What follows belongs to an exercise in optimizing a design on an open flow for small area, a short achievable clock period and few clock cycles; a production flow would make more cautious choices. At most, simulation tests tie the RTL to the original design; equivalence was not proved. No functional check of the RTL was part of run 1. Power is estimated from default activity; no workload was simulated.

## design/flow/constraint.sdc

```tcl
create_clock -name core_clock -period 10.0 [get_ports {clk}]
set_input_delay 2.0000 -clock core_clock [delete_from_list [all_inputs] [get_ports {clk}]]
set_output_delay 2.0000 -clock core_clock [all_outputs]
set_load 0.01 [all_outputs]
```

## design/flow/run.sh

```bash
#!/bin/bash
# synth_recipe.tcl (not shown) runs the flow's synth.tcl, then flattens the netlist and writes it again
# the make line also repeats each setting of config.mk as NAME=value (left out here)
make -C /OpenROAD-flow-scripts/flow DESIGN_CONFIG=/design/flow/config.mk WORK_HOME=/design/flow/orfs CLKGATE_MAP_FILE= SYNTH_SCRIPT=/design/flow/synth_recipe.tcl finish
```

## design/flow/design.v

```verilog
module tinyvm_core (
    input  wire        clk,
    input  wire        rst,             
    input  wire [63:0] budget_init,     
    input  wire [63:0] counter_init,    
    input  wire [15:0] rng_seed,        
    input  wire        resume,          
    output wire [15:0] imem_addr,
    input  wire [15:0] imem_rdata,
    output wire [15:0] dmem_addr,
    output wire        dmem_we,
    output wire [15:0] dmem_wdata,
    input  wire [15:0] dmem_rdata,
    output wire        suspended,
    output wire [15:0] yield_value,
    output wire        halted,
    output wire        timed_out,
    output wire [15:0] pc_out,
    output wire        debug_valid,
    output wire [15:0] debug_pc
);
    localparam [3:0] PH_EXEC = 4'd0,    
                     PH_LOAD = 4'd1,    
                     PH_MUL1 = 4'd2,    
                     PH_MUL2 = 4'd3,    
                     PH_DIV  = 4'd4,    
                     PH_SEQ  = 4'd5,    
                     PH_LWI1 = 4'd6,    
                     PH_LWI2 = 4'd7,    
                     PH_UN   = 4'd8,    
                     PH_MULW = 4'd9;    
    localparam [1:0] ST_RUN  = 2'd0,
                     ST_SUSP = 2'd1,
                     ST_HALT = 2'd2;
    reg [15:0] fpc;         
    reg        aval;        
    reg        apred;       
    reg        btb_v;
    reg [15:0] btb_src, btb_tgt;
    reg [15:0] ir;
    reg        ival, ipred;
    reg [15:0] ohs;         
    reg [15:0] oht;         
    reg [3:0]  ph;
    reg [1:0]  status;
    reg        bz;          
    reg [15:0] epc;         
    reg [63:0] nret;        
    reg [15:0] rng;
    reg [15:0] regs [0:15];
    reg [3:0]  rd;
    reg        tcarry, seq_time;
    reg [15:0] dq;          
    reg [15:0] dr;          
    reg [15:0] dd;          
    reg [3:0]  dcnt;
    reg        m_hi;
    reg        m_one;       
    reg [1:0]  u_fn;        
    reg        d_rem, d_sgn, d_aneg, d_neg, d_bz;
    wire [3:0]  op = ir[15:12];
    wire [3:0]  fn = ir[11:8];
    wire is_sys    = (ir[15:4] == 12'h102);
    wire is_ret    = is_sys && (ir[3:0] == 4'hA);
    wire is_cpuid  = is_sys && (ir[3:0] == 4'hB);
    wire is_debug  = is_sys && (ir[3:0] == 4'hC);
    wire is_time   = is_sys && (ir[3:0] == 4'hD);
    wire is_mem    = (op == 4'h2);
    wire is_sw     = is_mem && (fn == 4'h0);
    wire is_lw     = is_mem && (fn == 4'h1);
    wire is_lwi    = is_mem && (fn == 4'h2);
    wire is_lb     = (op == 4'h3);
    wire is_lhi    = (op == 4'h4);
    wire is_unary  = (op == 4'h5) && (fn >= 4'hA);
    wire is_binary = (op == 4'h6) && (fn <= 4'hD);
    wire is_cmp    = (op == 4'h8);
    wire is_br     = (op == 4'h9);
    wire is_jmp    = (op == 4'hA);
    wire is_jr     = (op == 4'hB);
    wire is_rnd    = is_unary && (fn == 4'hE);
    wire is_mul    = is_binary && (fn[3:1] == 3'b001);           
    wire is_div    = is_binary && (fn[3:2] == 2'b01);            
    wire is_seqop  = is_time | is_cpuid;
    wire legal = is_ret | is_cpuid | is_debug | is_time | is_sw | is_lw | is_lwi |
                 is_lb | is_lhi | is_unary | is_binary | is_cmp | is_br | is_jmp | is_jr;
    wire e_rdy  = (ph == PH_EXEC) && (status == ST_RUN) && !bz;
    wire e_take = e_rdy && ival;            
    wire e_ok   = e_take && legal;
    reg  [15:0] rs;                         
    reg  [15:0] rt;                         
    integer ri;
    always @(*) begin
        rs = 16'd0;
        rt = 16'd0;
        for (ri = 0; ri < 16; ri = ri + 1) begin
            rs = rs | (regs[ri] & {16{ohs[ri]}});
            rt = rt | (regs[ri] & {16{oht[ri]}});
        end
    end
    wire        sub   = ir[15] | ir[8];              
    wire        sx    = ir[15] & ir[8];              
    wire [16:0] add_a = {sx & rt[15], rt};
    wire [16:0] add_b = {sx & rs[15], rs} ^ {17{sub}};
    wire [17:0] sum_c = {add_a, 1'b1} + {add_b, sub};     
    wire [16:0] sum   = sum_c[17:1];
    wire        eq    = (rt == rs);
    wire        q_lt_p = sum[16];                    
    wire cmp_res = (ir[11] & ~q_lt_p & ~eq) | (ir[10] & eq) | (ir[9] & q_lt_p);
    wire        sh_big = (rs[15:4] != 12'd0);
    wire [15:0] shl_r  = sh_big ? 16'd0 : (rt << rs[3:0]);
    wire        sfill  = ir[8] & rt[15];             
    wire [16:0] shr_w  = $signed({sfill, rt}) >>> rs[3:0];
    wire [15:0] shr_r  = sh_big ? {16{sfill}} : shr_w[15:0];
    reg  [4:0]  popcnt_r, clz_r, ctz_r;
    integer i;
    always @(*) begin
        popcnt_r = 5'd0;
        for (i = 0; i < 16; i = i + 1)
            popcnt_r = popcnt_r + {4'd0, dq[i]};
        clz_r = 5'd16;
        for (i = 0; i < 16; i = i + 1)
            if (dq[i]) clz_r = 5'd15 - i[4:0];
        ctz_r = 5'd16;
        for (i = 15; i >= 0; i = i - 1)
            if (dq[i]) ctz_r = i[4:0];
    end
    reg [15:0] xres;
    always @(*) begin
        case (op)
            4'h3: xres = {{8{ir[7]}}, ir[7:0]};
            4'h4: xres = {ir[7:0], 8'h00};
            4'h5: begin
                if (fn[2:0] == 3'h2) xres = ~rs;
                else                 xres = rs;          
            end
            4'h6: begin
                case (fn)
                    4'h8:    xres = rt & rs;
                    4'h9:    xres = rt | rs;
                    4'hA:    xres = rt ^ rs;
                    4'hB:    xres = shl_r;
                    4'hC:    xres = shr_r;
                    4'hD:    xres = shr_r;
                    default: xres = sum[15:0];           
                endcase
            end
            default: xres = {15'd0, cmp_res};
        endcase
    end
    wire is_cnt  = is_unary && (fn == 4'hB || fn == 4'hC || fn == 4'hD);    
    wire exec_wr = is_lb | is_lhi | (is_unary & ~is_rnd & ~is_cnt) | (is_binary & ~is_mul & ~is_div) | is_cmp;
    wire [15:0] un_res = (u_fn == 2'd3) ? {11'd0, popcnt_r} : (u_fn == 2'd0) ? {11'd0, clz_r} : {11'd0, ctz_r};
    wire [15:0] epc_inc = epc + 16'd1;
    wire        rneg    = ir[13] ? ir[11] : ir[7];   
    wire [15:0] rmag    = ir[13] ? {5'd0, ir[10:0]} : {9'd0, ir[6:0]};
    wire [15:0] rel_tgt = (rneg ? epc : epc + 16'd2) + (rneg ? ~rmag : rmag);
    wire [15:0] jr_tgt  = rs + {{8{ir[7]}}, ir[7:0]};
    wire        take    = is_jmp | (is_br && (rs != 16'd0));
    wire [15:0] npc     = is_jr ? jr_tgt : (take ? rel_tgt : epc_inc);
    wire        mispred = ipred ? ~is_jmp : (take | is_jr);
    wire        redir   = e_take & (mispred | is_lwi);
    wire [23:0] mac     = dq * dd[7:0] + {8'd0, dr};
    wire [15:0] mul_res = m_one ? (m_hi ? {8'd0, dr[15:8]} : {dr[7:0], dd[15:8]})
                                : (m_hi ? dr : dd);
    wire        m_swap  = ~is_rnd & (rs[15:8] != 8'd0) & (rt[15:8] == 8'd0);
    wire        a_neg = ir[8] & rt[15];
    wire        b_neg = ir[8] & rs[15];
    wire [15:0] a_mag = a_neg ? (16'd0 - rt) : rt;
    wire [15:0] b_mag = b_neg ? (16'd0 - rs) : rs;
    wire [18:0] dx    = {1'b0, dr, dq[15:14]};
    wire [18:0] t1    = dx - {3'd0, dd};
    wire [18:0] t2    = dx - {2'd0, dd, 1'b0};
    wire [18:0] t3    = dx - {3'd0, dd} - {2'd0, dd, 1'b0};
    wire        ge1   = ~t1[18];
    wire        ge2   = ~t2[18];
    wire        ge3   = ~t3[18];
    wire [15:0] r2    = ge3 ? t3[15:0] : ge2 ? t2[15:0] : ge1 ? t1[15:0] : dx[15:0];
    wire        dv_r0   = (dr == 16'd0);
    wire        dv_z8   = dv_r0 && (dq[15:8] == 8'd0) && (dcnt[3] | dcnt[2]);
    wire        dv_z4   = dv_r0 && (dq[15:12] == 4'd0) && (dcnt[3] | dcnt[2] | dcnt[1]);
    wire        fix     = d_neg && !dv_r0;
    wire [15:0] rem_t   = fix ? (dr - dd) : dr;
    wire [15:0] rem_f   = d_aneg ? (16'd0 - rem_t) : rem_t;
    wire [15:0] quo_f   = d_neg ? (fix ? ~dq : (16'd0 - dq)) : dq;
    wire [15:0] div_res = d_bz ? (d_rem ? 16'd0 : {~d_sgn, 15'h7FFF})
                               : (d_rem ? rem_f : quo_f);
    wire        in_seq  = (ph == PH_SEQ);
    wire [3:0]  sdst    = in_seq ? rd : 4'd3;
    wire [1:0]  chunk   = ~sdst[1:0];
    wire [15:0] ci_ch   = counter_init[{chunk, 4'd0} +: 16];
    wire [15:0] nr_ch   = nret[{chunk, 4'd0} +: 16];
    wire [16:0] t_sum   = {1'b0, ci_ch} + {1'b0, nr_ch} + {16'd0, in_seq & tcarry};
    wire [15:0] cpu_v   = (sdst == 4'd0 && regs[0] == 16'd0) ? 16'h8000 : 16'h0000;
    wire        s_time  = in_seq ? seq_time : is_time;
    wire [15:0] seq_res = s_time ? t_sum[15:0] : cpu_v;
    reg        we_hi, we_lo;
    reg [3:0]  wa;
    reg [15:0] wd;
    always @(*) begin
        we_hi = 1'b0;
        we_lo = 1'b0;
        wa    = rd;
        wd    = xres;
        case (ph)
            PH_EXEC: begin
                wa    = is_seqop ? 4'd3 : ((is_lb | is_lhi) ? fn : ir[3:0]);
                wd    = is_seqop ? seq_res : xres;
                we_hi = e_ok & (exec_wr | is_seqop);
                we_lo = e_ok & (exec_wr | is_seqop) & ~is_lhi;
            end
            PH_LOAD: begin
                wd    = dmem_rdata;
                we_hi = 1'b1;
                we_lo = 1'b1;
            end
            PH_LWI2: begin
                wd    = imem_rdata;
                we_hi = 1'b1;
                we_lo = 1'b1;
            end
            PH_MULW: begin
                wd    = mul_res;
                we_hi = 1'b1;
                we_lo = 1'b1;
            end
            PH_DIV: begin
                wd    = div_res;
                we_hi = (dcnt == 4'd0);
                we_lo = (dcnt == 4'd0);
            end
            PH_SEQ: begin
                wd    = seq_res;
                we_hi = 1'b1;
                we_lo = 1'b1;
            end
            PH_UN: begin
                wd    = un_res;
                we_hi = 1'b1;
                we_lo = 1'b1;
            end
            default: ;
        endcase
    end
    wire inc_ret = (e_ok & ~is_seqop) | (in_seq && rd == 4'd0);
    reg  [3:0]  ph_n;
    reg  [1:0]  status_n;
    always @(*) begin
        ph_n     = ph;
        status_n = status;
        if (status == ST_SUSP && resume)
            status_n = ST_RUN;
        case (ph)
            PH_EXEC: if (e_take) begin
                if (!legal)
                    status_n = ST_HALT;
                else begin
                    if (is_ret)           status_n = ST_SUSP;
                    if (is_lw)            ph_n = PH_LOAD;
                    if (is_lwi)           ph_n = PH_LWI1;
                    if (is_mul | is_rnd)  ph_n = PH_MUL1;
                    if (is_div)           ph_n = PH_DIV;
                    if (is_seqop)         ph_n = PH_SEQ;
                    if (is_cnt)           ph_n = PH_UN;
                end
            end
            PH_LOAD: ph_n = PH_EXEC;
            PH_MUL1: ph_n = (dd[15:8] == 8'd0) ? PH_MULW : PH_MUL2;
            PH_MUL2: ph_n = PH_MULW;
            PH_MULW: ph_n = PH_EXEC;
            PH_DIV:  if (dcnt == 4'd0) ph_n = PH_EXEC;
            PH_SEQ:  if (rd == 4'd0) ph_n = PH_EXEC;
            PH_LWI1: ph_n = PH_LWI2;
            PH_UN:   ph_n = PH_EXEC;
            default: ph_n = PH_EXEC;
        endcase
        if (rst) begin
            ph_n     = PH_EXEC;
            status_n = ST_RUN;
        end
    end
    wire [63:0] nret_n = rst ? 64'd0 : (inc_ret ? nret + 64'd1 : nret);
    wire        bz_n   = (nret_n == budget_init);
    wire cap     = !ival | e_take;
    wire capture = aval & cap & ~redir;
    wire ival_n  = rst ? 1'b0 : (redir ? 1'b0 : (capture | (ival & ~e_take)));
    wire cap_n   = !ival_n | (ph_n == PH_EXEC && status_n == ST_RUN);
    wire        btb_hit = btb_v && (fpc == btb_src);
    wire [15:0] fpc_seq = btb_hit ? btb_tgt : fpc + 16'd1;
    reg  [15:0] fpc_n;
    always @(*) begin
        if (ph == PH_LWI1)
            fpc_n = epc;
        else if (redir)
            fpc_n = is_lwi ? rs : npc;
        else if (cap_n)
            fpc_n = fpc_seq;
        else
            fpc_n = fpc;
        if (rst)
            fpc_n = 16'd1;
    end
    wire aval_n = rst | (~redir & (ph != PH_LWI1));
    assign imem_addr  = rst ? 16'd0 : fpc;
    assign dmem_addr  = rs;
    assign dmem_we    = e_take & is_sw;
    assign dmem_wdata = rt;
    assign suspended   = (status == ST_SUSP);
    assign yield_value = regs[0];
    assign halted      = (status == ST_HALT) | (e_take & ~legal);
    assign timed_out   = (ph == PH_EXEC) && (status == ST_RUN) && bz;
    assign pc_out      = epc;
    assign debug_valid = e_take & is_debug;
    assign debug_pc    = epc;
    wire [15:0] rng_next0 = rng ^ (rng << 7);
    wire [15:0] rng_next1 = rng_next0 ^ (rng_next0 >> 9);
    wire [15:0] rng_next  = rng_next1 ^ (rng_next1 << 8);
    wire        sel_r = imem_rdata[15] & ~imem_rdata[14] & imem_rdata[12];    
    integer k;
    always @(posedge clk) begin
        if (rst) begin
            for (k = 0; k < 16; k = k + 1)
                regs[k] <= 16'd0;
        end else begin
            if (we_hi) regs[wa][15:8] <= wd[15:8];
            if (we_lo) regs[wa][7:0]  <= wd[7:0];
        end
    end
    always @(posedge clk) begin
        ph     <= ph_n;
        status <= status_n;
        nret   <= nret_n;
        bz     <= bz_n;
        fpc    <= fpc_n;
        aval   <= aval_n;
        apred  <= btb_hit;
        ival   <= ival_n;
        if (capture) begin
            ir    <= imem_rdata;
            ipred <= apred;
            ohs   <= 16'd1 << (sel_r ? imem_rdata[11:8] : imem_rdata[7:4]);
            oht   <= 16'd1 << imem_rdata[3:0];
        end
        if (rst) begin
            epc      <= 16'd0;
            btb_v    <= 1'b0;
            btb_src  <= 16'd0;
            btb_tgt  <= 16'd0;
            rng      <= (rng_seed == 16'd0) ? 16'd1 : rng_seed;
            rd       <= 4'd0;
            seq_time <= 1'b0;
            tcarry   <= 1'b0;
            dq       <= 16'd0;
            dr       <= 16'd0;
            dd       <= 16'd0;
            dcnt     <= 4'd0;
            m_hi     <= 1'b0;
            u_fn     <= 2'd0;
            m_one    <= 1'b0;
            d_rem    <= 1'b0;
            d_sgn    <= 1'b0;
            d_aneg   <= 1'b0;
            d_neg    <= 1'b0;
            d_bz     <= 1'b0;
        end else begin
            if (e_ok) begin
                epc <= npc;
                rd  <= ir[3:0];
                if (is_jmp && !ipred) begin
                    btb_v   <= 1'b1;
                    btb_src <= epc;
                    btb_tgt <= rel_tgt;
                end
                if (is_mul | is_rnd) begin
                    dq    <= is_rnd ? rng : (m_swap ? rs : rt);
                    dd    <= m_swap ? rt : rs;
                    dr    <= is_rnd ? rng : 16'd0;
                    m_hi  <= is_rnd | ir[8];
                end
                if (is_rnd)
                    rng <= rng_next;
                if (is_cnt) begin
                    dq   <= rs;
                    u_fn <= fn[1:0];
                end
                if (is_div) begin
                    dq     <= a_mag;
                    dr     <= 16'd0;
                    dd     <= b_mag;
                    dcnt   <= 4'd8;
                    d_rem  <= ir[9];
                    d_sgn  <= ir[8];
                    d_aneg <= a_neg;
                    d_neg  <= a_neg ^ b_neg;
                    d_bz   <= (rs == 16'd0);
                end
                if (is_seqop) begin
                    rd       <= 4'd2;
                    seq_time <= is_time;
                    tcarry   <= t_sum[16];
                end
            end
            case (ph)
                PH_MUL1, PH_MUL2: begin
                    dr    <= mac[23:8];
                    dd    <= {mac[7:0], dd[15:8]};
                    m_one <= (ph == PH_MUL1);
                end
                PH_DIV: begin
                    if (dv_z8) begin
                        dq   <= {dq[7:0], 8'd0};
                        dcnt <= dcnt - 4'd4;
                    end else if (dv_z4) begin
                        dq   <= {dq[11:0], 4'd0};
                        dcnt <= dcnt - 4'd2;
                    end else if (dcnt != 4'd0) begin
                        dr   <= r2;
                        dq   <= {dq[13:0], ge2, ge3 | (ge1 & ~ge2)};
                        dcnt <= dcnt - 4'd1;
                    end
                end
                PH_SEQ: begin
                    tcarry <= t_sum[16];
                    rd     <= rd - 4'd1;
                end
                default: ;
            endcase
        end
    end
endmodule
```

## design/flow/config.mk

```make
export PLATFORM = sky130hd
export DESIGN_NAME = tinyvm_core
export DESIGN_NICKNAME = tinyvm_core
export VERILOG_FILES = /design/flow/design.v
export SDC_FILE = /design/flow/constraint.sdc
export NUM_CORES = 4
export LEC_CHECK = 0
export ABC_CLOCK_PERIOD_IN_PS = 4000
export CAP_MARGIN = 20
export CORE_MARGIN = 2
export CORE_UTILIZATION = 55
export PLACE_DENSITY = 0.7
export SETUP_SLACK_MARGIN = 5
export SLEW_MARGIN = 20
```

==> run_results.csv, run 1 <==
group,metric,value,unit
status,status,"finished with violations",
status,violations,"capacitance limit, slew limit",
timing,timing.hold.ws,0.457,ns
timing,hold_viol,0,
grt,grt.overflow.total,0,
timing,setup_violations,0,
die,start_util,0.555,
clock_network,clk_latency,0.73,ns
grt,grt_pass1_wl,320,mm
yosys,ys_types,113,
pwr,power.leakage,21.4,nW
timing,relSlewSlack,-0.221,
critical_path,crit_fanout,5,
timing,max_freq,188,MHz
critical_path,cp.required,10.58,ns
yosys,syn_nets,6213,
grt,track_usage,0.484,
detailed_routing,drt-initial-drc-count,8239,
timing,rsz0062_at_grt,"true",
finish,drive_gt1_frac,0.164,
yosys,ys_ff_latch,527,
yosys,ys_async_sr_fraction,0,
die,rows,107,
detailed_routing,wl_per_cell,31.6,um
detailed_routing,antenna_left,0,
yosys,avgSynthCellArea,8.30,sq um
job,maxCapViolCount,1,
yosys,ys.warnings.count,1,
timing,final.setup.worst_slack,4.67,ns
grt,grt_pass1_vias,47400,
critical_path,path_buf_inv,4,
critical_path,regToRegSetupSlack,4.67,ns
timing,fin_crit_sh,0.533,
finish,largest-register,"regs",
clock_network,htree_levels,2,
detailed_routing,dr.pass1.iters,9,
critical_path,path_delay_family,"adder cells",
die,die_y,297,um
clock_network,cts_buffer_depth,3,
critical_path,crit_path_max_incr_delay,0.53,ns
yosys,syn_inst,5697,
critical_path,worst-setup-path-type,"reg -> reg",
grt,grt_max_degree,75,
detailed_routing,drc,0,
finish,layout-area-overhead-vs-synth,21.5,%
clock_network,clk_pin_slew_worst_paths,0.06,ns
yosys,syn_area,47300,sq um
timing,fin_crit,5.33,ns
pwr,power_density,314,nW/um^2
yosys,yosysSeqAreaShare,0.291,
pwr,irDropWorstVdd,0.404,mV
placement,dp_cells,6830,
finish,reg.largest.list,"regs: 256 flops, nret: 64 flops",
finish,largest_reg_flops,256,
critical_path,cp.arrival,5.91,ns
placement,dp_slack,3.79,ns
die,dieArea,88300,sq um
hold_path,hold_class,"reg -> reg",
detailed_routing,vias_per_cell,7.12,
clock_network,postCtsHoldBufs,0,
placement,numPortBuffers,279,
clock_network,cts_buffers,60,
placement,dp_hpwl,156,mm
critical_path,path_cells,"buf_12 -> nand2_4 -> fa_1 -> inv_1 -> fa_1 -> inv_2 -> fa_1 -> inv_1 -> fa_1 -> ha_2 -> or3_4 -> nand3_4 -> o21ai_2 -> o41a_1 -> a41o_1 -> o41ai_4 -> o21ai_2 -> xor2_2 -> nand2_1 -> a21oi_1",
placement,place_congestion,1.06,
detailed_routing,routed_wl,227,mm
yosys,synth-edff-count,321,
die,coreArea,85100,sq um
timing,worst_slew_pin_slew,1.80,ns
timing,slew_viol_final,4,
grt,antenna_found_initial,12,
timing,skew,0.0770,ns
finish,fin_nets,6503,
timing,tns,0,ns
critical_path,slowest_stage,"fa_1",
die,ios,280,
finish,final_common_cell,"nor2_1",
clock_network,cts_sinks,527,
critical_path,startpoint_type,"flop",
detailed_routing,num_vias,51200,
critical_path,crit_top_cell,"fa_1",
critical_path,end_kind,"flop",
yosys,synth-main-ff-cell,"edfxtp_1",
finish,layout_common_cells,"nor2_1 (635), nand2_1 (596), edfxtp_1 (321), a21oi_1 (291), buf_4 (271)",
finish,final_cells,7189,
clock_network,cts_tree,"yes",
clock_network,root_buffer,"clkbuf_16",
die,dieWidth,297,um
[path summary, 6_finish.rpt]
path              cells after the start  endpoint  start
setup / recovery                     20    dr[14]  dd[1]
hold / removal                        2     d_sgn  d_sgn
setup reg to reg                     20    dr[14]  dd[1]
hold reg to reg                       2     d_sgn  d_sgn
[cells by family after synthesis]
kind of cell	Yosys count	synth area share
adder cells (fa/ha/maj)	338	0.108
XOR/XNOR	364	0.0680
AO/OA/AOI/OAI	1583	0.236
multiplexers	138	0.0302
AND/OR/NAND/NOR	2061	0.206
buffers and inverters	686	0.0606
flip-flops	527	0.291
[where the power goes]
| part | switching [mW] | internal (mW) | leakage (nW) |
|---|---|---|---|
| clock network | 1.04 | 1.33 | 1.02 |
| registers | 0.368 | 2.56 | 5.03 |
| logic | 8.00 | 4.71 | 15.3 |
| total | 9.41 | 8.60 | 21.4 |
[cell usage after synthesis, types with 33 or more instances]
| cell | n | area (sq um) |
|---|---|---|
| and3_1 | 41 | 257 |
| dfxtp_1 | 206 | 4120 |
| o211ai_1 | 56 | 420 |
| nand2_1 | 633 | 2380 |
| o22ai_1 | 37 | 231 |
| o31ai_1 | 33 | 248 |
| mux2_2 | 37 | 417 |
| nor2b_1 | 59 | 369 |
| a221oi_1 | 88 | 771 |
| a21o_1 | 41 | 308 |
| ha_1 | 220 | 2750 |
| a22oi_1 | 198 | 1490 |
| a211oi_1 | 105 | 788 |
| fa_1 | 117 | 2340 |
| mux2i_1 | 101 | 1010 |
| nor4_1 | 49 | 307 |
| a22o_1 | 54 | 473 |
| or3_1 | 42 | 263 |
| nor3_1 | 100 | 500 |
| and2_1 | 63 | 394 |
| nor2_1 | 685 | 2570 |
| buf_2 | 43 | 215 |
| inv_1 | 251 | 942 |
| a31oi_1 | 70 | 438 |
| clkbuf_1 | 314 | 1180 |
| nand4_1 | 51 | 319 |
| a21oi_1 | 308 | 1540 |
| nand3_1 | 159 | 796 |
| xnor2_1 | 265 | 2320 |
| nand2b_1 | 42 | 263 |
| xor2_1 | 97 | 850 |
| edfxtp_1 | 321 | 9640 |
| o21ai_0 | 239 | 1200 |
[what timing repair did]
action,CTS,global route
pin swaps,81,86
setup endpoints to repair,584,521
setup buffers,144,74
cloned,13,7
gates resized for setup,344,253
[area by class of cell]
type | count | area [sq um]
diodes | 6 | 15.0
clock buffers | 82 | 1700
clock inverters | 32 | 378
fillers | 7035 | 27700
inverters | 266 | 1130
multi-input cells | 4489 | 32500
flip-flops and latches | 527 | 13900
well taps | 1144 | 1430
repair buffers | 643 | 6420
[layer usage]
metal / track usage / routed length (um) / vias up / share of wire
li1: - / - / 21500 / -
met1: 0.609 / 79400 / 24000 / 0.35
met2: 0.697 / 92200 / 4562 / 0.41
met3: 0.169 / 34600 / 1160 / 0.15
met4: 0.331 / 20800 / 10 / 0.091
met5: 0.00541 / 104 / - / 0.00046
[metrics by stage]
stage | utilization | cell area (sq um) | power, mW
after global routing | 0.674 | 57400 | 18.4
after floorplan | - | 47700 | 9.52
final | 0.675 | 57400 | 18.0
after global placement | 0.598 | 50900 | 13.2
after CTS | 0.654 | 55700 | 16.7
after detailed placement | 0.598 | 50900 | 13.2
[worst reg2reg max path, delay by kind of cell, from the launching register on]
kind,cells,cell delay (ns)
AND/OR/NAND/NOR,4,0.67
adder cells (fa/ha/maj),5,2.24
XOR/XNOR,1,0.31
AO/OA/AOI/OAI,6,1.39
flip-flops,1,0.36
buffers and inverters,4,0.28
==> run 2, diff against run 1 <==
--- a/design/flow/design.v
+++ b/design/flow/design.v
@@ -333,5 +333,5 @@
         fpc    <= fpc_n;
         aval   <= aval_n;
-        apred  <= btb_hit;
+        apred  <= btb_hit & ~rst;
         ival   <= ival_n;
         if (capture) begin
--- a/design/flow/config.mk
+++ b/design/flow/config.mk
@@ -7,8 +7,8 @@
 export LEC_CHECK = 0
 export ABC_CLOCK_PERIOD_IN_PS = 4000
-export CAP_MARGIN = 20
+export CAP_MARGIN = 30
 export CORE_MARGIN = 2
-export CORE_UTILIZATION = 55
-export PLACE_DENSITY = 0.7
+export CORE_UTILIZATION = 48
+export PLACE_DENSITY = 0.65
 export SETUP_SLACK_MARGIN = 5
-export SLEW_MARGIN = 20
+export SLEW_MARGIN = 30
==> run_results.csv, run 2 <==
group,metric,value,unit
timing,skew,0.0682,ns
yosys,yosys.area.top_type,"edfxtp_1",
finish,largest_reg_flops,256,
detailed_routing,drc,0,
grt,grt_pass1_vias,47700,
detailed_routing,num_vias,51300,
yosys,synth-main-ff-cell,"edfxtp_1",
placement,place_congestion,1.06,
finish,final_common_cell,"nor2_1",
pwr,irDropWorstVdd,0.234,mV
die,start_util,0.483,
yosys,avgSynthCellArea,8.11,sq um
placement,dp_cells,7093,
critical_path,startpoint,"dq[9]",
clock_network,cts_sinks,527,
timing,slew_viol_final,0,
yosys,syn_area,47400,sq um
yosys,ys_async_sr_fraction,0,
critical_path,path_buf_inv,3,
timing,fin_crit,5.18,ns
critical_path,crit_top_cell,"nand4_1",
timing,tns,0,ns
critical_path,crit_path_max_incr_delay,0.54,ns
pwr,switching_share,0.514,
timing,fin_crit_sh,0.518,
critical_path,slowest_stage,"fa_2",
finish,regArea,13900,sq um
finish,drive_gt1_frac,0.160,
pwr,sequentialPowerShare,0.165,
clock_network,cts_buffer_depth,3,
grt,grt_pass1_wl,313,mm
detailed_routing,routed_wl,219,mm
critical_path,path_cells,"clkinvlp_4 -> fa_1 -> fa_2 -> fa_2 -> fa_1 -> inv_2 -> ha_4 -> nand4_1 -> nand4_1 -> a221oi_2 -> o41ai_2 -> a21oi_2 -> nand4_1 -> nand2_1 -> o2bb2ai_4 -> buf_8 -> nor2_1",
pwr,power_density,304,nW/um^2
finish,reg.largest.list,"regs: 256 flops, nret: 64 flops",
critical_path,worst-setup-path-type,"reg -> reg",
clock_network,root_buffer,"clkbuf_16",
grt,track_usage,0.411,
clock_network,htree_levels,3,
clock_network,clk_latency,0.68,ns
grt,grt_max_degree,70,
critical_path,crit_fanout,8,
timing,worst_slew_pin_slew,1.10,ns
timing,setup_violations,0,
yosys,ys_types,102,
timing,max_freq,193,MHz
yosys,yosysSeqAreaShare,0.290,
yosys,syn_nets,6362,
die,ios,280,
pwr,clockPowerShare,0.142,
die,coreArea,98100,sq um
timing,rsz0062_at_grt,"true",
finish,multi_input_area,32700,sq um
clock_network,cts_buffers,67,
yosys,synth_common_cells,"nor2_1 (707), nand2_1 (637), clkbuf_1 (387), a21oi_1 (378), edfxtp_1 (321)",
yosys,synth.top_cells.by_area,"edfxtp_1 (20%), dfxtp_1 (8.7%), ha_1 (5.8%), nor2_1 (5.6%), nand2_1 (5.0%)",
detailed_routing,dr.pass1.iters,8,
die,die_y,318,um
yosys,synth_top_cell_area_share,0.203,
finish,post-route-util,0.592,
clock_network,cts_tree,"yes",
pwr,p_sw,9.07,mW
clock_network,clk_pin_slew_worst_paths,0.07,ns
detailed_routing,vias_per_cell,6.86,
critical_path,end_kind,"flop",
yosys,ys.warnings.count,1,
yosys,synth-edff-count,321,
job,maxCapViolCount,0,
critical_path,cp.required,10.39,ns
die,dieArea,101000,sq um
critical_path,cp.arrival,5.58,ns
pwr,p_int,8.59,mW
finish,final_cells,7479,
placement,numPortBuffers,279,
grt,grt.overflow.total,0,
die,dieWidth,318,um
hold_path,hold_class,"reg -> reg",
pwr,combPwrFrac,0.692,
critical_path,startpoint_type,"flop",
finish,layout-area-overhead-vs-synth,22.5,%
finish,layout_common_cells,"nor2_1 (656), nand2_1 (627), a21oi_1 (355), edfxtp_1 (321), buf_4 (313)",
timing,relSlewSlack,0.268,
pwr,power.leakage,21.8,nW
yosys,syn_inst,5846,
status,status,"finished clean",
finish,largest-register,"regs",
die,rows,115,
yosys,synthMostInstantiatedCell,"nor2_1",
critical_path,path_delay_family,"adder cells",
critical_path,r2r-start,"dq[9]",
finish,final.fill_count,8721,
placement,dp_hpwl,157,mm
timing,timing.hold.ws,0.453,ns
finish,fin_nets,6653,
detailed_routing,drt-initial-drc-count,8052,
timing,hold_viol,0,
clock_network,postCtsHoldBufs,0,
hold_path,worstHoldStart,"btb_tgt[1]",
detailed_routing,wl_per_cell,29.2,um
grt,antenna_found_initial,10,
yosys,ys_ff_latch,527,
detailed_routing,antenna_left,0,
[run 2: cell types whose count changed after synthesis, moves of 21 or more]
cell      previous run  this run
nor2_1             685       707
nor3_1             100       141
buf_6               21         0
xnor2_1            265       229
nand3_1            159       128
and3_1              41        62
a21oi_1            308       378
clkbuf_1           314       387
[run 2: repair_timing]
item | CTS | global route
pin swaps | 98 | 106
setup endpoints to repair | 568 | 399
gates cloned | 9 | 5
setup buffers | 169 | 78
gates resized for setup | 342 | 259
[run 2: cell families after synthesis]
group,synth area share
compound gates,0.229
simple gates,0.216
mux,0.0341
flops,0.290
fa+ha+maj,0.108
xor+xnor,0.0632
buf+inv,0.0594
[run 2: worst paths after layout]
kind / slack, ns / depth (start not counted) / to
hold / removal: 0.45 / 2 / btb_tgt[1]
setup reg to reg: 4.82 / 17 / regs[11][0]
setup / recovery: 4.82 / 17 / regs[11][0]
hold reg to reg: 0.45 / 2 / btb_tgt[1]
[run 2: metal layers]
metal	track usage	part of all wire	up-vias
met5	0	0.00072	-
met4	0.201	0.060	6
met3	0.127	0.14	842
met2	0.606	0.42	3896
met1	0.545	0.38	24600
li1	-	-	21900
[run 2: layout make-up]
class / count / share of cell area
multi-input combinational: 4596 / 0.562
sequential: 527 / 0.239
tap: 1287 / 0.0277
timing repair buffer: 679 / 0.113
inverter: 266 / 0.0189
clock buffer: 88 / 0.0314
clock inverter: 32 / 0.00704
antenna: 4 / 0.000172
[run 2: power groups by stage]
stage               Sequential [mW]  Combinational [mW]  Clock [mW]
global route                   2.93                12.6        2.60
detailed placement             3.01                8.88           0
floorplan                      2.72                5.92           0
finish                         2.92                12.2        2.51
global placement               3.01                8.85           0
CTS                            2.90                10.9        2.52
[run 2: metrics by stage]
step | setup slack [ns] | power, mW | area (sq um)
4_1_cts | 4.86 | 16.3 | 56400
3_3_place_gp | 3.66 | 11.9 | 51200
5_1_grt | 4.78 | 18.1 | 58100
6_report | 4.82 | 17.7 | 58100
2_1_floorplan | 4.76 | 8.64 | 47700
3_5_place_dp | 3.54 | 11.9 | 51300
[run 2: tightest hold or removal path: stages, from the launching register on]
cell	delay, ns
dfxtp_1	0.30
nand2_1	0.05
a21oi_1	0.05
Testbench counts of run 2, summed over its fixed seeds: cycles 349,080.
==> run 3, diff against run 2 <==
--- a/design/flow/config.mk
+++ b/design/flow/config.mk
@@ -10,4 +10,5 @@
 export CORE_MARGIN = 2
 export CORE_UTILIZATION = 48
+export CTS_BUF_LIST = sky130_fd_sc_hd__clkbuf_8
 export PLACE_DENSITY = 0.65
 export SETUP_SLACK_MARGIN = 5
==> run_results.csv, run 3 <==
group,metric,value,unit
job,maxCapViolCount,0,
finish,final_common_cell,"nor2_1",
pwr,power_density,301,nW/um^2
detailed_routing,drt-initial-drc-count,7685,
yosys,syn_nets,6362,
grt,grt_pass1_wl,312,mm
timing,max_freq,190,MHz
pwr,power.leakage,21.7,nW
pwr,power,17.3,mW
yosys,synth_common_cells,"nor2_1 (707), nand2_1 (637), clkbuf_1 (387), a21oi_1 (378), edfxtp_1 (321)",
yosys,avgSynthCellArea,8.11,sq um
timing,worst_slew_pin_slew,1.07,ns
yosys,ys_ff_latch,527,
status,status,"finished clean",
die,dieWidth,318,um
yosys,yosys.area.top_type,"edfxtp_1",
clock_network,cts_sinks,527,
timing,final.setup.worst_slack,4.73,ns
critical_path,crit_fanout,8,
grt,grt_pass1_vias,47500,
die,ios,280,
timing,skew,0.0699,ns
clock_network,cts_buffers,96,
yosys,synth-edff-count,321,
finish,largest-register,"regs",
pwr,irDropWorstVdd,0.268,mV
yosys,synthMostInstantiatedCell,"nor2_1",
finish,layout_common_cells,"nor2_1 (672), nand2_1 (627), a21oi_1 (361), edfxtp_1 (321), buf_4 (294)",
yosys,yosysSeqAreaShare,0.290,
finish,reg.largest.list,"regs: 256 flops, nret: 64 flops",
critical_path,cp.arrival,6.00,ns
detailed_routing,antenna_left,0,
clock_network,htree_levels,3,
clock_network,root_buffer,"clkbuf_8",
die,rows,115,
timing,rsz0062_at_grt,"true",
detailed_routing,routed_wl,219,mm
yosys,ys_types,102,
placement,numPortBuffers,279,
grt,antenna_found_initial,13,
yosys,syn_inst,5846,
placement,dp_hpwl,157,mm
placement,place_congestion,1.06,
finish,largest_reg_flops,256,
clock_network,cts_tree,"yes",
yosys,ys.warnings.count,1,
critical_path,end_kind,"flop",
clock_network,postCtsHoldBufs,0,
critical_path,cp.required,10.74,ns
yosys,ys_async_sr_fraction,0,
finish,fin_nets,6658,
clock_network,clk_latency,0.85,ns
timing,tns,0,ns
yosys,synth.top_cells.by_area,"edfxtp_1 (20%), dfxtp_1 (8.7%), ha_1 (5.8%), nor2_1 (5.6%), nand2_1 (5.0%)",
die,die_y,318,um
die,start_util,0.483,
detailed_routing,dr.pass1.iters,11,
finish,drive_gt1_frac,0.159,
yosys,synth_top_cell_area_share,0.203,
detailed_routing,drc,0,
detailed_routing,num_vias,51300,
clock_network,cts_buffer_depth,3,
finish,layout-area-overhead-vs-synth,21.3,%
finish,final.fill_count,8889,
detailed_routing,wl_per_cell,29.1,um
grt,grt_max_degree,70,
grt,track_usage,0.409,
timing,slew_viol_final,0,
die,dieArea,101000,sq um
critical_path,worst-setup-path-type,"reg -> reg",
die,coreArea,98100,sq um
timing,fin_crit,5.27,ns
clock_network,clk_pin_slew_worst_paths,0.07,ns
timing,hold_viol,0,
detailed_routing,vias_per_cell,6.82,
timing,setup_violations,0,
yosys,syn_area,47400,sq um
timing,relSlewSlack,0.283,
grt,grt.overflow.total,0,
critical_path,startpoint_type,"flop",
hold_path,hold_class,"reg -> reg",
placement,dp_slack,3.54,ns
timing,fin_crit_sh,0.527,
yosys,synth-main-ff-cell,"edfxtp_1",
run 3: worst max-delay path: stages, from the launching register on:
cell and delay (ns):
dfxtp_4 0.45, buf_6 0.13, buf_4 0.12, nand2_1 0.06, fa_1 0.48, inv_1 0.05, fa_1 0.49, inv_1 0.05
fa_1 0.53, inv_1 0.06, fa_1 0.53, ha_4 0.23, and3_1 0.18, a21oi_1 0.16, o21ai_2 0.11, o41a_1 0.44
a41oi_2 0.25, nor2b_4 0.21, xor2_2 0.23, o22ai_1 0.12, a22o_1 0.25
run 3: metal layers:
metal | routed length [um] | up-vias | global-route usage | share of wire
met1 | 84100 | 24500 | 0.542 | 0.38
li1 | - | 22000 | - | -
met3 | 30800 | 810 | 0.131 | 0.14
met5 | 27 | - | 0.00189 | 0.00012
met4 | 12600 | 4 | 0.194 | 0.057
met2 | 91300 | 3998 | 0.602 | 0.42
run 3: path summary, 6_finish.rpt:
path	depth (start not counted)	end	start	slack (ns)
setup reg to reg	20	dr[13]	dd[1]	4.73
hold / removal	2	btb_tgt[1]	btb_tgt[1]	0.45
hold reg to reg	2	btb_tgt[1]	btb_tgt[1]	0.45
setup / recovery	20	dr[13]	dd[1]	4.73
run 3: area by class of cell:
class | count | area (sq um) | area share
diodes | 8 | 20.0 | 0.000348
clock buffers | 103 | 1420 | 0.0246
clock inverters | 74 | 578 | 0.0100
inverters | 266 | 1100 | 0.0192
multi-input cells | 4596 | 32600 | 0.566
flip-flops and latches | 527 | 13900 | 0.241
well taps | 1287 | 1610 | 0.0280
repair buffers | 655 | 6340 | 0.110
run 3: power breakdown:
| part | total (mW) | internal, mW | switching (mW) | leakage (nW) |
|---|---|---|---|---|
| logic | 12.2 | 4.57 | 7.66 | 15.5 |
| clock network | 2.21 | 1.15 | 1.06 | 1.14 |
| registers | 2.90 | 2.55 | 0.351 | 5.03 |
run 3: cell families (layout without fill, tap and decap cells):
kind of cell             count (synthesis)  in the layout  share of synthesized area
AND/OR/NAND/NOR                       2165           2165                      0.216
AO/OA/AOI/OAI                         1595           1595                      0.229
buffers and inverters                  723           1098                     0.0594
flip-flops                             527            527                      0.290
XOR/XNOR                               342            342                     0.0632
adder cells (fa/ha/maj)                338            338                      0.108
multiplexers                           156            156                     0.0341
other                                    0              8                          0
run 3: repair_timing:
action                                  in CTS  in global routing
pin swaps                                   45                 93
cloned                                       9                  5
setup buffers                              134                 89
gates resized for setup                    303                252
endpoints found under the hold margin        0                  0
endpoints found under the setup margin     554                368
run 3: through the flow:
| step | instances | hold slack [ns] | cell area (sq um) | utilization |
|---|---|---|---|---|
| finish | 7516 | 0.454 | 57500 | 0.586 |
| global route | 7509 | 0.479 | 57500 | 0.586 |
| CTS | 7413 | 0.455 | 55700 | 0.567 |
| detailed placement | 7093 | 0.447 | 51300 | 0.523 |
| global placement | 7093 | 0.439 | 51200 | 0.522 |
| floorplan | 5846 | 0.386 | 47700 | - |
==> run 4, diff against run 3 <==
--- a/design/flow/config.mk
+++ b/design/flow/config.mk
@@ -6,9 +6,8 @@
 export NUM_CORES = 4
 export LEC_CHECK = 0
-export ABC_CLOCK_PERIOD_IN_PS = 4000
+export ABC_CLOCK_PERIOD_IN_PS = 3000
 export CAP_MARGIN = 30
 export CORE_MARGIN = 2
 export CORE_UTILIZATION = 48
-export CTS_BUF_LIST = sky130_fd_sc_hd__clkbuf_8
 export PLACE_DENSITY = 0.65
 export SETUP_SLACK_MARGIN = 5
==> run_results.csv, run 4 <==
group,metric,value,unit
detailed_routing,wl_per_cell,29.2,um
placement,dpl_cell_area,51300,sq um
pwr,power_density,304,nW/um^2
detailed_routing,vias_per_cell,6.86,
placement,dp_cells,7093,
grt,track_usage,0.411,
yosys,syn_nets,6362,
clock_network,htree_levels,3,
critical_path,worst-setup-path-type,"reg -> reg",
yosys,avgSynthCellArea,8.11,sq um
yosys,ys_async_sr_fraction,0,
detailed_routing,dr.pass1.iters,8,
grt,grt.overflow.total,0,
placement,dp_slack,3.54,ns
grt,grt_pass1_wl,313,mm
finish,reg.largest.list,"regs: 256 flops, nret: 64 flops",
clock_network,clk_latency,0.68,ns
placement,dp_hpwl,157,mm
critical_path,cp.arrival,5.58,ns
status,status,"finished clean",
yosys,syn_area,47400,sq um
finish,final_cells,7479,
finish,layout-area-overhead-vs-synth,22.5,%
critical_path,crit_fanout,8,
finish,largest_reg_flops,256,
grt,antenna_found_initial,10,
finish,drive_gt1_frac,0.160,
placement,place_congestion,1.06,
timing,skew,0.0682,ns
clock_network,cts_buffers,67,
timing,tns,0,ns
yosys,synth_top_cell_area_share,0.203,
yosys,ys.warnings.count,1,
yosys,yosys.area.top_type,"edfxtp_1",
finish,post-route-util,0.592,
timing,slew_viol_final,0,
timing,fin_crit_sh,0.518,
critical_path,end_kind,"flop",
finish,final_area,58100,sq um
yosys,ys_types,102,
timing,rsz0062_at_grt,"true",
yosys,synth.top_cells.by_area,"edfxtp_1 (20%), dfxtp_1 (8.7%), ha_1 (5.8%), nor2_1 (5.6%), nand2_1 (5.0%)",
grt,grt_pass1_vias,47700,
hold_path,hold_class,"reg -> reg",
timing,worst_slew_pin_slew,1.10,ns
yosys,synth_common_cells,"nor2_1 (707), nand2_1 (637), clkbuf_1 (387), a21oi_1 (378), edfxtp_1 (321)",
clock_network,cts_tree,"yes",
pwr,power.leakage,21.8,nW
detailed_routing,highest_layer,"met5",
pwr,p_int,8.59,mW
pwr,irDropWorstVdd,0.234,mV
yosys,synthMostInstantiatedCell,"nor2_1",
clock_network,cts_buffer_depth,3,
yosys,ys_ff_latch,527,
job,maxCapViolCount,0,
finish,largest-register,"regs",
finish,final_common_cell,"nor2_1",
yosys,syn_inst,5846,
timing,timing.hold.ws,0.453,ns
detailed_routing,wl_met1,83.6,mm
timing,max_freq,193,MHz
yosys,synth-edff-count,321,
timing,final.setup.worst_slack,4.82,ns
pwr,clockPowerShare,0.142,
die,coreArea,98100,sq um
die,start_util,0.483,
grt,grt_max_degree,70,
placement,numPortBuffers,279,
critical_path,startpoint_type,"flop",
pwr,sequentialPowerShare,0.165,
die,die_y,318,um
pwr,combPwrFrac,0.692,
timing,relSlewSlack,0.268,
yosys,yosysSeqAreaShare,0.290,
clock_network,cts_sinks,527,
timing,fin_crit,5.18,ns
die,dieArea,101000,sq um
clock_network,root_buffer,"clkbuf_16",
finish,layout_common_cells,"nor2_1 (656), nand2_1 (627), a21oi_1 (355), edfxtp_1 (321), buf_4 (313)",
critical_path,cp.required,10.39,ns
timing,hold_viol,0,
detailed_routing,num_vias,51300,
detailed_routing,antenna_left,0,
pwr,p_sw,9.07,mW
pwr,power,17.7,mW
finish,fin_nets,6653,
die,rows,115,
clock_network,clk_pin_slew_worst_paths,0.07,ns
pwr,switching_share,0.514,
detailed_routing,met3_wirelength,30.7,mm
timing,setup_violations,0,
detailed_routing,routed_wl,219,mm
die,ios,280,
yosys,synth-main-ff-cell,"edfxtp_1",
die,dieWidth,318,um
detailed_routing,drc,0,
detailed_routing,drt-initial-drc-count,8052,
detailed_routing,met2_length,91.1,mm
==> run 4: cell count changes in the layout (fill, tap and decap cells not counted), sizes merged, moves of 10 or more <==
cell | before | now
buf | 366 | 393
inv | 273 | 246
clkbuf | 111 | 94
dlygate4sd2 | 21 | 8
dlymetal6s2s | 9 | 20
clkinv | 37 | 27
==> run 4: final timing paths <==
check,cells past startpoint,slack [ns],endpoint,from
min,2,0.45,btb_tgt[1],btb_tgt[1]
max,17,4.82,regs[11][0],dq[9]
max reg2reg,17,4.82,regs[11][0],dq[9]
min reg2reg,2,0.45,btb_tgt[1],btb_tgt[1]
==> run 4: cell families after synthesis <==
family / Yosys count / synth area share
flops: 527 / 0.290
fa+ha+maj: 338 / 0.108
simple gates: 2165 / 0.216
xor+xnor: 342 / 0.0632
buf+inv: 723 / 0.0594
mux: 156 / 0.0341
compound gates: 1595 / 0.229
==> run 4: timing repair <==
item / 4_1_cts / 5_1_grt
gates resized for setup: 342 / 259
pin swaps: 98 / 106
gates cloned: 9 / 5
hold buffers: 0 / 0
buffers inserted: 169 / 78
setup endpoints to repair: 568 / 399
==> run 4: power by group through the flow <==
| stage | registers (mW) | clock network, mW | logic (mW) |
|---|---|---|---|
| floorplan | 2.72 | 0 | 5.92 |
| global placement | 3.01 | 0 | 8.85 |
| detailed placement | 3.01 | 0 | 8.88 |
| CTS | 2.90 | 2.52 | 10.9 |
| global route | 2.93 | 2.60 | 12.6 |
| finish | 2.92 | 2.51 | 12.2 |
==> run 4: final cells by class <==
type,count,area [sq um]
clock buffer,88,1830
antenna,4,10.0
tap,1287,1610
fill,8721,40000
sequential,527,13900
multi-input combinational,4596,32700
clock inverter,32,409
inverter,266,1100
timing repair buffer,679,6590
==> run 4: per-layer routing <==
layer,up-vias,GRT usage
li1,21900,-
met5,-,0
met4,6,0.201
met3,842,0.127
met1,24600,0.545
met2,3896,0.606
==> run 4: worst max-delay path, stage by stage, from the launching register on <==
cell and delay, ns:
dfxtp_4 0.37, clkinvlp_4 0.12, fa_1 0.51, fa_2 0.54
fa_2 0.45, fa_1 0.50, inv_2 0.05, ha_4 0.21
nand4_1 0.35, nand4_1 0.17, a221oi_2 0.22, o41ai_2 0.16
a21oi_2 0.28, nand4_1 0.28, nand2_1 0.22, o2bb2ai_4 0.21
buf_8 0.19, nor2_1 0.05

-- static timing again, ports no longer ideal --
No port has a modelled driver above. Below, the same layouts with a new extraction and two added sets of constraints.
Step 1, drivers: a clkbuf_16 drives clk and a buf_2 each remaining input, both assumed.
Step 2 times the ports against the registers' clock, not the clock port: input delays grow and output delays shrink by t, the midpoint of the rising clock arrivals with the driver on.
Slacks: no drivers / after step 1 / after step 2; pairs: no drivers / after step 1.
run | shift t [ns] | slack for setup (ns) | worst register clock-pin slew, ns
run 1 | 0.766 | 4.671 / 4.671 / 4.023 | 0.08 / 0.08
run 2 | 0.726 | 4.817 / 4.817 / 4.281 | 0.07 / 0.07
run 3 | 0.885 | 4.733 / 4.733 / 4.144 | 0.08 / 0.08
run 4 | 0.726 | 4.817 / 4.817 / 4.281 | 0.07 / 0.07
The setup slack of run 1, which loses most, moves by 0.000 ns with the drivers and by -0.648 ns with both steps.
